What follows belongs to an exercise in optimizing a design on an open flow for small area, a short achievable clock period and few clock cycles; a production flow would make more cautious choices.
Where RTL was checked, it was by simulation tests only, not by an equivalence proof against the original.
Power is estimated from default activity; no workload was simulated.

==> flow/design.v <==
module e20_cache_level #(
    parameter BLK_BITS = 2,    
    parameter ROW_BITS = 3,    
    parameter WAYS     = 2
) (
    input  wire                 clk,
    input  wire                 rst,
    input  wire                 access,    
    input  wire [12:0]          addr,
    output wire [ROW_BITS-1:0]  row,
    output reg                  hit
);
    localparam TAG_BITS = 13 - BLK_BITS - ROW_BITS;
    localparam ROWS     = 1 << ROW_BITS;
    localparam LINES    = ROWS * WAYS;
    wire [TAG_BITS-1:0] tag = addr[12:BLK_BITS+ROW_BITS];
    assign row = addr[BLK_BITS+ROW_BITS-1:BLK_BITS];
    wire [LINES*TAG_BITS-1:0] tags_flat;
    wire [LINES-1:0]          valid_flat;
    wire [WAYS*TAG_BITS-1:0] row_tags  = tags_flat[row*WAYS*TAG_BITS +: WAYS*TAG_BITS];
    wire [WAYS-1:0]          row_valid = valid_flat[row*WAYS +: WAYS];
    integer i;
    reg [WAYS-1:0] shift;      
    always @(*) begin
        hit   = 1'b0;
        shift = {WAYS{1'b1}};  
        for (i = 0; i < WAYS; i = i + 1) begin
            if (row_valid[i] && row_tags[i*TAG_BITS +: TAG_BITS] == tag)
                hit = 1'b1;
        end
        if (hit) begin
            for (i = 0; i < WAYS; i = i + 1)
                shift[i] = 1'b0;
            for (i = 0; i < WAYS; i = i + 1) begin
                if (row_valid[i] && row_tags[i*TAG_BITS +: TAG_BITS] == tag)
                    shift = ~((1 << i) - 1);    
            end
        end
    end
    genvar r, p;
    generate
        for (r = 0; r < ROWS; r = r + 1) begin : g_row
            wire upd = access && (row == r);
            for (p = 0; p < WAYS; p = p + 1) begin : g_line
                reg [TAG_BITS-1:0] tag_q;
                reg                valid_q;
                wire [TAG_BITS-1:0] tag_in;
                wire                valid_in;
                if (p == WAYS - 1) begin : g_end
                    assign tag_in   = tag;
                    assign valid_in = 1'b1;
                end else begin : g_mid
                    assign tag_in   = tags_flat[(r*WAYS+p+1)*TAG_BITS +: TAG_BITS];
                    assign valid_in = valid_flat[r*WAYS+p+1];
                end
                always @(posedge clk) begin
                    if (rst) begin
                        valid_q <= 1'b0;
                    end else if (upd && shift[p]) begin
                        tag_q   <= tag_in;
                        valid_q <= valid_in;
                    end
                end
                assign tags_flat[(r*WAYS+p)*TAG_BITS +: TAG_BITS] = tag_q;
                assign valid_flat[r*WAYS+p] = valid_q;
            end
        end
    endgenerate
endmodule
module e20_top (
    input  wire        clk,
    input  wire        rst,
    output reg         mem_req,
    output reg         mem_we,
    output reg  [12:0] mem_addr,
    output wire [15:0] mem_wdata,
    input  wire [15:0] mem_rdata,
    input  wire        mem_ready,
    output wire        ev1_valid,
    output wire [1:0]  ev1_status,    
    output wire [15:0] ev1_pc,
    output wire [12:0] ev1_addr,
    output wire [2:0]  ev1_row,
    output wire        ev2_valid,
    output wire [1:0]  ev2_status,
    output wire [15:0] ev2_pc,
    output wire [12:0] ev2_addr,
    output wire [3:0]  ev2_row,
    output wire        halted,
    output wire [15:0] pc_out,
    input  wire [2:0]  dbg_sel,
    output wire [15:0] dbg_reg
);
    reg [15:0] pc;
    reg        halt_q;
    reg [15:0] regs [1:7];
    reg        mact;
    reg        mst;          
    reg [12:0] maddr;
    reg [15:0] mwdata;
    reg [2:0]  mrd;
    reg        evv;
    reg        ev_st;
    reg        ev_h1;
    reg        ev_h2;
    wire [15:0] ir     = mem_rdata;
    wire [2:0]  opcode = ir[15:13];
    wire [2:0]  rA     = ir[12:10];
    wire [2:0]  rB     = ir[9:7];
    wire [2:0]  rD     = ir[6:4];
    wire [3:0]  func   = ir[3:0];
    wire [15:0] imm    = {{9{ir[6]}}, ir[6:0]};
    wire [15:0] target = {3'b000, ir[12:0]};
    wire [15:0] va = (rA == 3'd0) ? 16'd0 : regs[rA];
    wire [15:0] vb = (rB == 3'd0) ? 16'd0 : regs[rB];
    wire [15:0] pc1;
    wire [15:0] pcm1;
    e20_incdec u_pcid (.x(pc), .inc(pc1), .dec(pcm1));
    wire [15:0] btgt;
    wire        btgt_co;
    e20_add16 u_bt (.a(pc), .b(imm), .cin(1'b1), .sum(btgt), .cout(btgt_co));
    wire op_rrr  = (opcode == 3'd0);
    wire op_alu  = op_rrr && (func[3:2] == 2'b00 || func == 4'd4);
    wire op_jr   = op_rrr && (func == 4'd8);
    wire op_bad  = op_rrr && !op_alu && !op_jr;
    wire op_mem  = (opcode == 3'd4) || (opcode == 3'd5);
    wire do_halt = (opcode == 3'd2) && (target == pc);
    wire exec = !mact && !halt_q && mem_ready;
    wire        use_imm = !op_rrr;
    wire        inv     = op_rrr ? (func[2:0] == 3'd1 || func[2:0] == 3'd4) : (opcode == 3'd7);
    wire [15:0] bx      = (use_imm ? imm : vb) ^ {16{inv}};
    wire [15:0] sum;
    wire        cout;
    e20_add16 u_add (.a(va), .b(bx), .cin(inv), .sum(sum), .cout(cout));
    wire        lt = !cout;      
    wire       look = mact && mem_ready;
    wire       l1_hit, l2_hit;
    wire [2:0] l1_row;
    wire [3:0] l2_row;
    e20_cache_level #(.BLK_BITS(2), .ROW_BITS(3), .WAYS(2)) u_l1 (
        .clk(clk), .rst(rst), .access(look), .addr(maddr),
        .row(l1_row), .hit(l1_hit)
    );
    e20_cache_level #(.BLK_BITS(3), .ROW_BITS(4), .WAYS(4)) u_l2 (
        .clk(clk), .rst(rst), .access(look && (mst || !l1_hit)), .addr(maddr),
        .row(l2_row), .hit(l2_hit)
    );
    wire [15:0] ev_pc = pcm1;
    assign ev1_valid  = evv;
    assign ev1_status = ev_st ? 2'd2 : {1'b0, !ev_h1};
    assign ev1_pc     = ev_pc;
    assign ev1_addr   = maddr;
    assign ev1_row    = maddr[4:2];
    assign ev2_valid  = evv && (ev_st || !ev_h1);
    assign ev2_status = ev_st ? 2'd2 : {1'b0, !ev_h2};
    assign ev2_pc     = ev_pc;
    assign ev2_addr   = maddr;
    assign ev2_row    = maddr[6:3];
    assign halted  = halt_q;
    assign pc_out  = pc;
    assign dbg_reg = (dbg_sel == 3'd0) ? 16'd0 : regs[dbg_sel];
    assign mem_wdata = mwdata;
    always @(*) begin
        mem_req  = !halt_q;
        mem_we   = mact && mst;
        mem_addr = mact ? maddr : pc[12:0];
    end
    reg        wr_en;
    reg [2:0]  wr_idx;
    reg [15:0] wr_val;
    reg [15:0] next_pc;
    always @(*) begin
        wr_en   = 1'b0;
        wr_idx  = rB;
        wr_val  = sum;
        next_pc = pc1;
        case (opcode)
            3'd0: begin
                wr_en  = op_alu;
                wr_idx = rD;
                case (func[2:0])
                    3'd2: wr_val = va | vb;
                    3'd3: wr_val = va & vb;
                    3'd4: wr_val = {15'd0, lt};
                    default: wr_val = sum;
                endcase
                if (op_jr) next_pc = va;
            end
            3'd1: wr_en = 1'b1;
            3'd2: next_pc = target;
            3'd3: begin wr_en = 1'b1; wr_idx = 3'd7; wr_val = pc1; next_pc = target; end
            3'd6: if (va == vb) next_pc = btgt;
            3'd7: begin wr_en = 1'b1; wr_val = {15'd0, lt}; end
            default: ;
        endcase
    end
    integer k;
    always @(posedge clk) begin
        if (rst) begin
            pc     <= 16'd0;
            halt_q <= 1'b0;
            mact   <= 1'b0;
            evv    <= 1'b0;
            for (k = 1; k < 8; k = k + 1)
                regs[k] <= 16'd0;
        end else begin
            evv <= look;
            if (look) begin
                ev_st <= mst;
                ev_h1 <= l1_hit;
                ev_h2 <= l2_hit;
                mact  <= 1'b0;
                pc    <= pc1;
                if (!mst && mrd != 3'd0)
                    regs[mrd] <= mem_rdata;
            end
            if (exec) begin
                if (do_halt) begin
                    halt_q <= 1'b1;
                end else if (op_mem) begin
                    mact   <= 1'b1;
                    mst    <= opcode[0];
                    maddr  <= sum[12:0];
                    mwdata <= vb;
                    mrd    <= rB;
                end else if (!op_bad) begin
                    if (wr_en && wr_idx != 3'd0)
                        regs[wr_idx] <= wr_val;
                    pc <= next_pc;
                end
            end
        end
    end
endmodule
module e20_add16 (
    input  wire [15:0] a,
    input  wire [15:0] b,
    input  wire        cin,
    output wire [15:0] sum,
    output wire        cout
);
    wire [15:0] p = a ^ b;
    wire [15:0] g0 = (a & b) | {15'd0, p[0] & cin};
    wire [15:0] pp0 = p;
    wire [15:0] g1, g2, g3, g4, pp1, pp2, pp3;
    genvar i;
    generate
        for (i = 0; i < 16; i = i + 1) begin : g_l1
            if (i >= 1) begin : g_c
                assign g1[i]  = g0[i] | (pp0[i] & g0[i-1]);
                assign pp1[i] = pp0[i] & pp0[i-1];
            end else begin : g_p
                assign g1[i]  = g0[i];
                assign pp1[i] = pp0[i];
            end
        end
        for (i = 0; i < 16; i = i + 1) begin : g_l2
            if (i >= 2) begin : g_c
                assign g2[i]  = g1[i] | (pp1[i] & g1[i-2]);
                assign pp2[i] = pp1[i] & pp1[i-2];
            end else begin : g_p
                assign g2[i]  = g1[i];
                assign pp2[i] = pp1[i];
            end
        end
        for (i = 0; i < 16; i = i + 1) begin : g_l3
            if (i >= 4) begin : g_c
                assign g3[i]  = g2[i] | (pp2[i] & g2[i-4]);
                assign pp3[i] = pp2[i] & pp2[i-4];
            end else begin : g_p
                assign g3[i]  = g2[i];
                assign pp3[i] = pp2[i];
            end
        end
        for (i = 0; i < 16; i = i + 1) begin : g_l4
            if (i >= 8) begin : g_c
                assign g4[i] = g3[i] | (pp3[i] & g3[i-8]);
            end else begin : g_p
                assign g4[i] = g3[i];
            end
        end
    endgenerate
    assign sum  = p ^ {g4[14:0], cin};
    assign cout = g4[15];
endmodule
module e20_incdec (
    input  wire [15:0] x,
    output wire [15:0] inc,
    output wire [15:0] dec
);
    genvar i;
    generate
        for (i = 0; i < 16; i = i + 1) begin : g_bit
            if (i == 0) begin : g_0
                assign inc[i] = ~x[0];
                assign dec[i] = ~x[0];
            end else begin : g_i
                assign inc[i] = x[i] ^ (&x[i-1:0]);
                assign dec[i] = x[i] ^ ~(|x[i-1:0]);
            end
        end
    endgenerate
endmodule
clock: 8.0 ns
lec_check: 0
abc_clock_period_in_ps: 4000
cap_margin: 20
core_margin: 2
core_utilization: 55
cts_buf_list: sky130_fd_sc_hd__clkbuf_8
cts_cluster_size: 30
setup_slack_margin: 3.8
slew_margin: 20
tns_end_percent: 0
run.sh (not shown) runs the stock make flow with config.mk's settings and CLKGATE_MAP_FILE= SYNTH_SCRIPT=/design/flow/synth_recipe.tcl, a recipe that flattens the netlist after the stock synthesis.
Testbench counts at the start, summed over its fixed seeds: cycles 41,504.
Edit:
--- a/flow/design.v
+++ b/flow/design.v
@@ -113,12 +113,11 @@
     wire [15:0] target = {3'b000, ir[12:0]};
     wire [15:0] va = (rA == 3'd0) ? 16'd0 : regs[rA];
     wire [15:0] vb = (rB == 3'd0) ? 16'd0 : regs[rB];
-    wire [15:0] pc1;
-    wire [15:0] pcm1;
-    e20_incdec u_pcid (.x(pc), .inc(pc1), .dec(pcm1));
-    wire [15:0] btgt;
-    wire        btgt_co;
-    e20_add16 u_bt (.a(pc), .b(imm), .cin(1'b1), .sum(btgt), .cout(btgt_co));
+    wire [15:0] pc1 = pc + 16'd1;
+    wire [7:0]  btlo   = {1'b0, pc1[6:0]} + {1'b0, ir[6:0]};
+    wire [8:0]  bt_inc = pc1[15:7] + 9'd1;
+    wire [8:0]  bt_dec = pc1[15:7] - 9'd1;
+    wire [15:0] btgt   = {(btlo[7] == ir[6]) ? pc1[15:7] : (btlo[7] ? bt_inc : bt_dec), btlo[6:0]};
     wire op_rrr  = (opcode == 3'd0);
     wire op_alu  = op_rrr && (func[3:2] == 2'b00 || func == 4'd4);
     wire op_jr   = op_rrr && (func == 4'd8);
@@ -145,7 +144,7 @@
         .clk(clk), .rst(rst), .access(look && (mst || !l1_hit)), .addr(maddr),
         .row(l2_row), .hit(l2_hit)
     );
-    wire [15:0] ev_pc = pcm1;
+    wire [15:0] ev_pc = pc - 16'd1;
     assign ev1_valid  = evv;
     assign ev1_status = ev_st ? 2'd2 : {1'b0, !ev_h1};
     assign ev1_pc     = ev_pc;
@@ -283,21 +282,3 @@
     assign sum  = p ^ {g4[14:0], cin};
     assign cout = g4[15];
 endmodule
-module e20_incdec (
-    input  wire [15:0] x,
-    output wire [15:0] inc,
-    output wire [15:0] dec
-);
-    genvar i;
-    generate
-        for (i = 0; i < 16; i = i + 1) begin : g_bit
-            if (i == 0) begin : g_0
-                assign inc[i] = ~x[0];
-                assign dec[i] = ~x[0];
-            end else begin : g_i
-                assign inc[i] = x[i] ^ (&x[i-1:0]);
-                assign dec[i] = x[i] ^ ~(|x[i-1:0]);
-            end
-        end
-    endgenerate
-endmodule
After rerunning: The changed run produced a clean layout. Register-to-register slack improved by 0.13 ns. Final area is lower by a few percent. Fmax is lower slightly. Clock power is lower by roughly a tenth. Combinational power is lower by a few percent. Synthesized area is lower slightly. Core utilization is lower by 1.3 points. Via count is lower by a few percent. Setup slack got worse by 0.052 ns. Critical path depth is higher by 5. Worst hold slack improved by 0.0056 ns.
Function not checked in the second run of this note: the RTL went through the layout flow alone.

[afterwards: timing with drivers on the ports]
Ports are ideal in the flow. The routed layouts listed here were re-timed in OpenROAD. Step 1 assumes that a clkbuf_16 drives the clock port and a buf_2 every other input. Step 2 also shifts input and output timing later by t, the mid clock arrival at the registers, as if the neighbouring blocks saw the same clock. Three values: no drivers, after step 1, after step 2; two values: the first two.
run	t (ns)	setup WS [ns]	hold slack, ns	latest minus earliest clock arrival (ns)	cell pins on the clock port's net
the first run	0.863	3.197 / 3.150 / 2.348	0.435 / 0.435 / 0.435	0.062 / 0.062	1
the second run	0.784	3.145 / 3.066 / 2.283	0.441 / 0.441 / 0.441	0.049 / 0.049	1
After both steps setup and hold are still met in every run listed. The setup slack of the second run, which loses most, moves by -0.079 ns with the drivers and by -0.862 ns with both steps.
